What follows belongs to an exercise in optimizing a design on an open flow for small area, a short achievable clock period and few clock cycles per item; a production flow would make more cautious choices.
The RTL was checked by simulation tests, not by an equivalence proof against the original design.

## config.mk

```make
export PLATFORM = sky130hd
export DESIGN_NAME = gf251_encode
export DESIGN_NICKNAME = gf251_encode
export VERILOG_FILES = /design/flow/design.v
export SDC_FILE = /design/flow/constraint.sdc
export NUM_CORES = 4
export LEC_CHECK = 0
export CAP_MARGIN = 20
export CORE_MARGIN = 2
export CORE_UTILIZATION = 40
export PLACE_DENSITY = 0.6
export SLEW_MARGIN = 20
```

## run.sh

```bash
#!/bin/bash
# synth_recipe.tcl (not shown) runs the flow's synth.tcl, then flattens the netlist and writes it again
# the make line also repeats each setting of config.mk as NAME=value (left out here)
make -C /OpenROAD-flow-scripts/flow DESIGN_CONFIG=/design/flow/config.mk WORK_HOME=/design/flow/orfs CLKGATE_MAP_FILE= SYNTH_SCRIPT=/design/flow/synth_recipe.tcl finish
```

## design.v

```verilog
module gf251_mul (
    input  wire [8:0] acc,
    input  wire [7:0] a,
    input  wire [1:0] d,
    output wire [8:0] p
);
    wire [11:0] v = {1'b0, acc, 2'b00} + (d[1] ? {3'b000, a, 1'b0} : 12'd0)
                  + (d[0] ? {4'b0000, a} : 12'd0);                  
    assign p = v[7:0] + {v[11:8], 2'b00} + v[11:8];               
endmodule
module gf251_encode (
    input  wire         clk,
    input  wire         rst,
    input  wire         start,
    input  wire [3:0]   k,
    input  wire [7:0]   n,
    input  wire [7:0]   r,
    input  wire [111:0] px,         
    output wire         ready,
    output wire         out_valid,
    input  wire         out_ready,
    output wire         out_last,
    output wire         out_err,
    output wire [7:0]   out_m,      
    output wire [7:0]   out_d       
);
    function [7:0] norm8(input [7:0] v);
        begin
            norm8 = (v >= 8'd251) ? v - 8'd251 : v;
        end
    endfunction
    function [8:0] lfold(input [9:0] u);
        begin
            lfold = u[7:0] + u[9:8] * 3'd5;
        end
    endfunction
    function [7:0] canon(input [9:0] u);
        begin
            canon = (u >= 10'd502) ? u - 10'd502 : (u >= 10'd251) ? u - 10'd251 : u[7:0];
        end
    endfunction
    function [8:0] pfold(input [12:0] v);
        begin
            pfold = v[7:0] + {v[12:8], 2'b00} + v[12:8];
        end
    endfunction
    reg        rdy;           
    reg        busy;          
    wire       pend = ~rdy;   
    reg [2:0]  pc;            
    reg [7:0]  P [0:13];
    reg [7:0]  R;             
    reg [8:0]  B0;            
    reg [8:0]  B1;            
    reg [3:0]  KK;
    reg [7:0]  NN;
    reg        bad;
    wire       prep_done = (pc == 3'd5);
    wire [8:0]  mac0, mac1;
    gf251_mul u_mac0 (.acc(B0), .a(P[0]), .d(R[7:6]), .p(mac0));
    gf251_mul u_mac1 (.acc(B1), .a(P[1]), .d(R[7:6]), .p(mac1));
    localparam E_IDLE = 2'd0;
    localparam E_CONV = 2'd1;
    localparam E_OUT  = 2'd2;
    localparam E_ERR  = 2'd3;
    reg [1:0]  est;
    reg [2:0]  s;
    reg [3:0]  ek;
    reg [7:0]  cnt;           
    reg        is_last;       
    reg [8:0]  F [0:7];       
    reg [8:0]  G [0:7];
    reg        v0, v1;
    reg [7:0]  m0, d0, m1, d1;
    reg        l0, e0, l1, e1;
    wire pop      = v0 & out_ready;
    wire push     = ((est == E_OUT) || (est == E_ERR)) && !v1;
    wire eng_free = (est == E_IDLE) || (push && is_last);
    wire launch   = pend && prep_done && eng_free;
    wire last_s   = ({1'b0, s} == ek - 4'd1);
    wire release_p = (launch && (bad || KK == 4'd3)) || (est == E_CONV && last_s);
    wire estep    = (est == E_OUT) && push;
    wire conv     = (est == E_CONV);
    wire perr     = (est == E_ERR);
    wire [9:0] sumF [0:6];    
    wire [9:0] sumG [0:6];
    genvar t;
    generate
        for (t = 0; t < 7; t = t + 1) begin : g_sum
            assign sumF[t] = {1'b0, F[t]} + {1'b0, F[t+1]};
            assign sumG[t] = {1'b0, G[t]} + {1'b0, G[t+1]};
        end
    endgenerate
    wire [12:0] cprodF [2:7];
    wire [12:0] cprodG [2:7];
    generate
        for (t = 2; t < 8; t = t + 1) begin : g_cm
            wire [12:0] fa = {4'd0, F[t-1]}, fb = {4'd0, F[t]};
            wire [12:0] ga = {4'd0, G[t-1]}, gb = {4'd0, G[t]};
            if (t == 2) begin : c2
                assign cprodF[t] = (fa << 1) + (fb << 1);
                assign cprodG[t] = (ga << 1) + (gb << 1);
            end else if (t == 3) begin : c3
                assign cprodF[t] = (fa << 1) + (fb << 1) + fa + fb;
                assign cprodG[t] = (ga << 1) + (gb << 1) + ga + gb;
            end else if (t == 4) begin : c4
                assign cprodF[t] = (fa << 2) + (fb << 2);
                assign cprodG[t] = (ga << 2) + (gb << 2);
            end else if (t == 5) begin : c5
                assign cprodF[t] = (fa << 2) + (fb << 2) + fa + fb;
                assign cprodG[t] = (ga << 2) + (gb << 2) + ga + gb;
            end else if (t == 6) begin : c6
                assign cprodF[t] = (fa << 2) + (fb << 2) + (fa << 1) + (fb << 1);
                assign cprodG[t] = (ga << 2) + (gb << 2) + (ga << 1) + (gb << 1);
            end else begin : c7
                assign cprodF[t] = (fa << 3) + (fb << 3) - fa - fb;
                assign cprodG[t] = (ga << 3) + (gb << 3) - ga - gb;
            end
        end
    endgenerate
    wire [7:0] nextF0 = canon(sumF[0]);
    wire [7:0] nextG0 = canon(sumG[0]);
    wire [3:0] gidx  = launch ? KK : ek + {1'b0, s} - 4'd2;
    wire [2:0] fidx  = launch ? 3'd2 : s;
    wire [7:0] feedF = norm8(P[fidx]);
    wire [7:0] feedG = norm8(P[gidx]);
    assign ready = ~busy;
    integer q;
    always @(posedge clk) begin
        if (!pend) begin
            for (q = 0; q < 14; q = q + 1) P[q] <= px[8*q +: 8];
            R  <= r;
            KK <= k;
            NN <= n;
        end else begin
            case (pc)
                3'd0: begin
                    P[0] <= (norm8(P[0]) == 8'd0) ? 8'd1 : norm8(P[0]);
                    P[1] <= (norm8(P[1]) == 8'd0) ? 8'd1 : norm8(P[1]);
                    R    <= 8'd251 - R;
                    B0   <= 9'd0;
                    B1   <= 9'd0;
                    bad  <= (KK < 4'd3) || (KK > 4'd8) || (NN < {4'd0, KK}) || (NN > 8'd250);
                end
                3'd5: ;
                default: begin
                    B0 <= mac0;
                    B1 <= mac1;
                    R  <= {R[5:0], 2'b00};
                end
            endcase
        end
        if (launch) begin
            F[0] <= {1'b0, feedF};
            F[1] <= {1'b0, P[0]} + {1'b0, P[1]};
            F[2] <= {P[0], 1'b0};
            G[0] <= {1'b0, feedG};
            G[1] <= lfold({1'b0, B0} + {1'b0, B1});
            G[2] <= lfold({B0, 1'b0});
            for (q = 3; q < 8; q = q + 1) begin
                F[q] <= 9'd0;
                G[q] <= 9'd0;
            end
        end else if (conv) begin
            F[0] <= {1'b0, feedF};
            G[0] <= {1'b0, feedG};
            F[1] <= {1'b0, nextF0};
            G[1] <= {1'b0, nextG0};
            for (q = 2; q < 8; q = q + 1) begin
                F[q] <= pfold(cprodF[q]);
                G[q] <= pfold(cprodG[q]);
            end
        end else if (estep) begin
            F[0] <= {1'b0, nextF0};
            G[0] <= {1'b0, nextG0};
            for (q = 1; q < 7; q = q + 1) begin
                F[q] <= lfold(sumF[q]);
                G[q] <= lfold(sumG[q]);
            end
        end
        if (launch) begin
            ek      <= KK;
            cnt     <= NN;
            is_last <= (NN == 8'd1);
            s       <= 3'd3;
        end else begin
            if (conv) s <= s + 3'd1;
            if (push) begin
                cnt     <= cnt - 8'd1;
                is_last <= (cnt == 8'd2);
            end
        end
        if (!v0 || pop) begin
            if (v1) begin
                m0 <= m1; d0 <= d1; l0 <= l1; e0 <= e1;
            end else begin
                m0 <= nextF0; d0 <= nextG0; l0 <= is_last | perr; e0 <= perr;
            end
        end
        if (!v1) begin
            m1 <= nextF0; d1 <= nextG0; l1 <= is_last | perr; e1 <= perr;
        end
        if (rst) begin
            rdy  <= 1'b1;
            busy <= 1'b0;
            pc   <= 3'd0;
            est <= E_IDLE;
            v0  <= 1'b0;
            v1  <= 1'b0;
        end else begin
            if (!pend) begin
                rdy  <= ~start;
                busy <= start;
                pc   <= 3'd0;
            end else begin
                if (!prep_done) pc <= pc + 3'd1;
                if (release_p) begin
                    rdy  <= 1'b1;
                    busy <= 1'b0;
                end
            end
            case ({v1, v0})
                2'b00: v0 <= push;
                2'b01: begin
                    if (push && !pop) v1 <= 1'b1;
                    if (!push && pop) v0 <= 1'b0;
                end
                default: if (pop) v1 <= 1'b0;
            endcase
            if (launch) begin
                est <= bad ? E_ERR : (KK == 4'd3) ? E_OUT : E_CONV;
            end else begin
                case (est)
                    E_CONV: if (last_s) est <= E_OUT;
                    E_OUT:  if (push && is_last) est <= E_IDLE;
                    E_ERR:  if (push) est <= E_IDLE;
                    default: est <= E_IDLE;
                endcase
            end
        end
    end
    assign out_valid = v0;
    assign out_last  = l0;
    assign out_err   = e0;
    assign out_m     = m0;
    assign out_d     = d0;
endmodule
```

## constraint.sdc

```tcl
create_clock -name core_clock -period 22.0 [get_ports {clk}]
set_input_delay 4.4000 -clock core_clock [delete_from_list [all_inputs] [get_ports {clk}]]
set_output_delay 4.4000 -clock core_clock [all_outputs]
set_load 0.01 [all_outputs]
```

==> metrics.md <==
| Metric | Value |
|---|---|
| Synth cell types | `89` |
| Post-placement cell area | `38800 um^2` |
| First-pass GRT wire length | `151000 um` |
| Final Slew Violations | `0` |
| Startpoint Class | `flop` |
| Vias in the first global route | `27100` |
| Clock sinks | `roughly 350` |
| DR WL/cell | `18.4 um` |
| CTS tree | `done` |
| Final hold vios | `0` |
| WP buf/inv | `1` |
| Final worst path period need | `slightly above 6 ns` |
| Yosys top cell area share | `0.194` |
| Top delay family on crit path | `buffers and inverters` |
| Starting Density | `0.402` |
| Worst Tran Pin Value | `approximately 1.1 ns` |
| Final weighted congestion in routability-driven placement | `0.884` |
| Ys Warns | `7` |
| Post-CTS setup buffers | `0` |
| Hold_buf cts | `0` |
| Slew headroom | `0.297` |
| Hold Path Class | `flop to flop` |
| Synthesized area per cell | `9.51 um^2` |
| F_max | `163 MHz` |
| Vias per std cell | `5.31` |
| Req. time, crit path | `17.60 ns` |
| Mapped Nets | `4665` |
| CTS Buf Count | `45` |
| Max stage delay on crit path | `0.72 ns` |
| Cell count after synthesis | `3786` |
| Setup TNS | `0 ns` |
| DR iter-0 viols | `1795` |
| Post-synthesis sequential area ratio | `0.262` |
| Initial antenna violation count | `0` |
| WHS Path Cells | `2` |
| Crit end category | `output port` |
| Die height | `304 um` |
| Final period utilization | `0.280` |
| Die area | `92400 um^2` |
| Residual DRC | `0` |
| Finished Cell Area | `approximately 40000 um^2` |
| Number of nets in the layout | `4774` |
| Port Buffers | `155` |
| Worst clock skew | `0.0359 ns` |
| Area growth from synthesis to layout | `11.9%` |
| Setup-failing EPs final | `0` |
| Vias post-DR | `27100` |
| Post-Route WL | `93800 um` |
| Worst-path cell chain | `clkdlybuf4s50_1` |
| Post-DRT Antenna Nets | `0` |
| Tot GR Track Use | `0.204` |
| Share of layout cells above drive strength 1 | `0.0369` |
| Die width | `304 um` |
| Worst-Skew Late Latency | `slightly above 0.6 ns` |
| Dominant cell type by area after synthesis | `edfxtp_1` |
| CP Max Fanout | `5` |
| I/O pins | `156` |
| Post-Syn Area | `roughly 36000 um^2` |
| Post-synthesis register bit count | `354` |
| Slowest cell on the critical path | `clkdlybuf4s50_1` |
| Ant. Diodes | `0` |
| Top cells by area, synth | `edfxtp_1 19%, ha_1 18%, fa_1 12%, dfxtp_1 6.7%, xnor2_1 5.6%` |
| Worst EP arrival | `roughly 1.8 ns` |
| H-tree depth | `2` |
| Unrepaired setup endpoints after global routing | `false` |
| Post-DP HPWL | `approximately 72000 um` |
| Worst Setup Path Type | `flop to output port` |
| FF-to-FF path depth | `17` |
| Clock Tree Root | `clkbuf_16` |
| MaxCap Viol Count | `0` |
| Largest net degree at the start of global routing | `approximately 90` |
| Status | `timing/DRC/antenna clean` |
| Drt pass-1 iters | `5` |
| Largest buffer count on any clock path | `3` |
| Row count | `between 100 and 150` |
| Post-layout util | `0.450` |
| CTS resizes | `0` |
| Worst path depth | `1` |
| Post-synth EDFFs | `about 230` |
| Asr flop ratio synth | `0` |
| Clk slew on worst S/H paths | `0.06 ns` |
| Ys flop type | `edfxtp_1` |
| Core area | `89600 um^2` |
| GR Overflow Total | `0` |
==> synth_stat cells, drive strengths merged (93+ instances only) <==
cell,instances
a21o,133
a21oi,282
clkbuf,94
dfxtp,121
edfxtp,233
fa,223
ha,520
inv,523
nand2,246
nor2,159
o21ai,167
o21bai,93
xnor2,229
xor2,93
==> cell families after synthesis <==
group	Yosys count	synth area share
mux	46	0.0140
fa+ha+maj	743	0.305
flops	354	0.262
xor+xnor	324	0.0796
buf+inv	634	0.0667
simple gates	700	0.0917
compound gates	985	0.182
==> area by class of cell <==
type | count | area [um^2]
clock buffers | 56 | 1180
clock inverters | 27 | 334
fillers | 8536 | 49300
inverters | 524 | 1970
multi-input cells | 2798 | 24200
flip-flops and latches | 354 | 9420
well taps | 1176 | 1470
repair buffers | 172 | 1680
==> registers in the layout (all words and copies together), names as in the netlist, 2 cells and up <==
| register | flops |
|---|---|
| B0 | 9 |
| B1 | 9 |
| F | 71 |
| G | 71 |
| KK | 4 |
| NN | 8 |
| P | 112 |
| R | 8 |
| cnt | 8 |
| d0 | 8 |
| d1 | 8 |
| ek | 4 |
| est | 2 |
| m0 | 8 |
| m1 | 8 |
| pc | 3 |
| s | 3 |
==> cell usage in the layout, fill, tap and decap left out, types with 34 or more instances in the layout <==
cell type        Yosys  routed
inv_1              522     522
ha_1               520     520
a21oi_1            282     281
nand2_1            246     244
edfxtp_1           233     233
xnor2_1            229     229
fa_1               223     223
o21ai_0            163     163
nor2_1             159     157
clkdlybuf4s50_1      0     155
a21o_1             133     133
dfxtp_1            121     120
xor2_1              93      93
o21bai_1            93      93
nor2b_1             70      70
nand3_1             56      55
clkbuf_16            0      45
a22oi_1             41      41
nor3_1              38      38
nand2b_1            36      34
==> worst min-delay path: stages, from the launching register on <==
cell and delay [ns]:
dfxtp_1 0.29, inv_1 0.04, mux2i_1 0.07
==> routing by layer <==
| metal | global-route usage | vias up | wire (um) |
|---|---|---|---|
| li1 | - | 13500 | - |
| met1 | 0.288 | 12800 | 44700 |
| met2 | 0.327 | 665 | 42100 |
| met3 | 0.0244 | 148 | 4360 |
| met4 | 0.0591 | 0 | 2650 |
| met5 | 0 | - | 0 |
==> worst paths after layout <==
check                    to  slack [ns]   from
hold reg to reg       d1[5]        0.46  d1[5]
setup / recovery  out_valid       15.85     v0
setup reg to reg    G[0][2]       16.01   s[1]
hold / removal        d1[5]        0.46  d1[5]
==> per-stage QoR <==
stage          hold WS (ns)  setup slack (ns)  instances
2_1_floorplan         0.423             16.01       3786
3_3_place_gp          0.445             15.86       5024
3_5_place_dp          0.453             15.85       5024
4_1_cts               0.463             15.82       5107
5_1_grt               0.487             15.38       5107
6_report              0.460             15.85       5107
Testbench counts, summed over its fixed seeds: cycles 4,407, items 3,482.

what the ideal ports hide:
The flow's constraints put no driver on any port. The routed layout listed below was extracted and timed again, unchanged, in two steps.
Step 1, drivers: a clkbuf_16 drives clk and a buf_2 each remaining input, both assumed.
Step 2, shift: input delay + t, output delay - t, t = (earliest + latest rising clock arrival at the registers) / 2. This alone moves slack from input paths to output paths.
Slacks: ideal / step 1 / step 2; pairs: ideal / step 1.
shift t [ns]: 0.667
slack for setup (ns): 15.850 / 15.781 / 15.769
worst setup path at the end: input to register
worst slew at a driven data input, ns: 0.09
After both steps setup and hold are still met in this run. The setup slack of this run moves by -0.069 ns with the drivers and by -0.081 ns with both steps.
